Context: an optimization exercise on an open-source flow, tuned for small area, a short achievable clock period and few clock cycles. The choices shown serve that exercise and are no tape-out recipe.
In this exercise RTL edits were held to simulation tests only and were not proved equivalent to the original.
Power and IR drop assume default switching activity.

## job 4131
==> module pbuf_pre3, before the edit <==
module pbuf_pre3 (input [2:0] a, input [2:0] alt, input use_alt,
                  output [7:0] y);
    wire [2:0] a_n = ~a;
    wire       nu  = ~use_alt;
    wire [7:0] s_n = ~({8{use_alt}} & (8'd1 << alt));
    genvar i;
    generate
        for (i = 0; i < 8; i = i + 1) begin : g_i
            wire t_n;
            cell_nand4 u_t (.a(nu), .b(i[0] ? a[0] : a_n[0]),
                            .c(i[1] ? a[1] : a_n[1]), .d(i[2] ? a[2] : a_n[2]),
                            .y(t_n));
            cell_nand2 u_y (.a(t_n), .b(s_n[i]), .y(y[i]));
        end
    endgenerate
endmodule
==> module cell_nand4, before the edit <==
module cell_nand4 (input a, input b, input c, input d, output y);
    assign y = ~(a & b & c & d);
endmodule
==> module cell_nand2, before the edit <==
module cell_nand2 (input a, input b, output y);
    assign y = ~(a & b);
endmodule
Settings: LEC_CHECK=0, CAP_MARGIN=20, CORE_MARGIN=2, CORE_UTILIZATION=50, SLEW_MARGIN=20, SYNTH_HIERARCHICAL=1; clock period 24.0 ns.
standard.sh (not shown) runs the stock make flow with config.mk's settings and CLKGATE_MAP_FILE= SYNTH_SCRIPT=/design/flow/synth_recipe.tcl, a recipe that flattens the netlist after the stock synthesis.
==> flow/flow/run.sh <==
#!/bin/bash
# Own layout flow: the standard ORFS flow (standard.sh: the standard
# synthesis, floorplan, placement, CTS, routing, finish) with these changes
# to how the layout is made. The SDC (clock period, I/O delays and loads) is
# the standard flow's, unchanged.
#  - SETUP_SLACK_MARGIN: the timing repairs after CTS and after global
#    routing aim for this much setup slack instead of 0, so that the
#    achieved period (clock period less setup slack) shrinks.
#  - MATCH_CELL_FOOTPRINT=0: those repairs may resize a cell to any cell of
#    the same function, not only one of the same footprint.
#  - BUFFER_PORTS_ARGS: every input and output port still gets a buffer, a
#    plain buf_2 rather than the default delay-cell buffer.
set -euo pipefail
bash standard.sh \
    SETUP_SLACK_MARGIN=12.8 \
    MATCH_CELL_FOOTPRINT=0 \
    'BUFFER_PORTS_ARGS=-buffer_cell sky130_fd_sc_hd__buf_2' \
    'CTS_ARGS=-sink_clustering_enable -repair_clock_nets -dont_use_dummy_load -sink_clustering_size 24 -sink_clustering_max_diameter 80' \
    finish > flow_make.log 2>&1
Testbench counts of job 4131, summed over its fixed seeds: cycles 40,402.
[inputs] job 1618 vs job 4131
--- a/flow/design.v
+++ b/flow/design.v
@@ -522,29 +522,12 @@
         end
     end
 endmodule
 module pbuf_pre3 (input [2:0] a, input [2:0] alt, input use_alt,
                   output [7:0] y);
-    wire [2:0] a_n = ~a;
-    wire       nu  = ~use_alt;
-    wire [7:0] s_n = ~({8{use_alt}} & (8'd1 << alt));
-    genvar i;
-    generate
-        for (i = 0; i < 8; i = i + 1) begin : g_i
-            wire t_n;
-            cell_nand4 u_t (.a(nu), .b(i[0] ? a[0] : a_n[0]),
-                            .c(i[1] ? a[1] : a_n[1]), .d(i[2] ? a[2] : a_n[2]),
-                            .y(t_n));
-            cell_nand2 u_y (.a(t_n), .b(s_n[i]), .y(y[i]));
-        end
-    endgenerate
-endmodule
-module cell_nand4 (input a, input b, input c, input d, output y);
-    assign y = ~(a & b & c & d);
-endmodule
-module cell_nand2 (input a, input b, output y);
-    assign y = ~(a & b);
+    wire [2:0] f = use_alt ? alt : a;
+    assign y = 8'd1 << f;
 endmodule
 module sel_or #(parameter N = 8) (input [N-1:0] sel, input [N-1:0] d,
                                    output y);
     assign y = |(sel & d);
 endmodule
--- outcome ---
Between job 1618 and job 4131, the timing-limited maximum frequency does not differ in any meaningful way.
Number of iterations in the first detailed-routing pass, job 4131 and job 1618, lower one = job 1618.
Per the comparison of job 1618 with job 4131, final standard cell area without fillers went down by about 0.4%, die boundary width was more or less identical, number of global-route vias before repair went down by 532.
[compare] base=job 4131 new=job 1618: die area held; global-route usage went down 0.38 points; total power held; final-layout worst hold slack went down 0.027 ns.
Part of the power in the clock network across job 4131 and job 1618: no real change.
Job 1618 vs. job 4131: utilization went down by 0.21 points.
There was hardly any difference in flip-flop and latch count between job 1618 and job 4131.
Testbench counts of job 1618, summed over its fixed seeds: cycles 40,402.

## what the ideal ports hide
In the flow no input, the clock included, has a driving cell. The finished layouts below were timed again as built, in two steps.
Step 1 sets driving cells, clkbuf_16 on the clock port and buf_2 on the other inputs (assumed; they add their load-dependent delay and slew).
Step 2 also shifts input and output timing later by t, the mid clock arrival at the registers, as if the neighbouring blocks saw the same clock.
Three values: ideal, step 1, step 2; two values: the first two.
run | t (ns) | slack for setup (ns) | worst setup path at the end
job 4131 | 0.706 | 12.413 / 12.364 / 12.364 | input to output
job 1618 | 0.717 | 12.393 / 12.353 / 12.353 | input to output
After both steps setup and hold are still met in every run listed. The setup slack of job 4131, which loses most, moves by -0.049 ns with the drivers and by -0.049 ns with both steps.
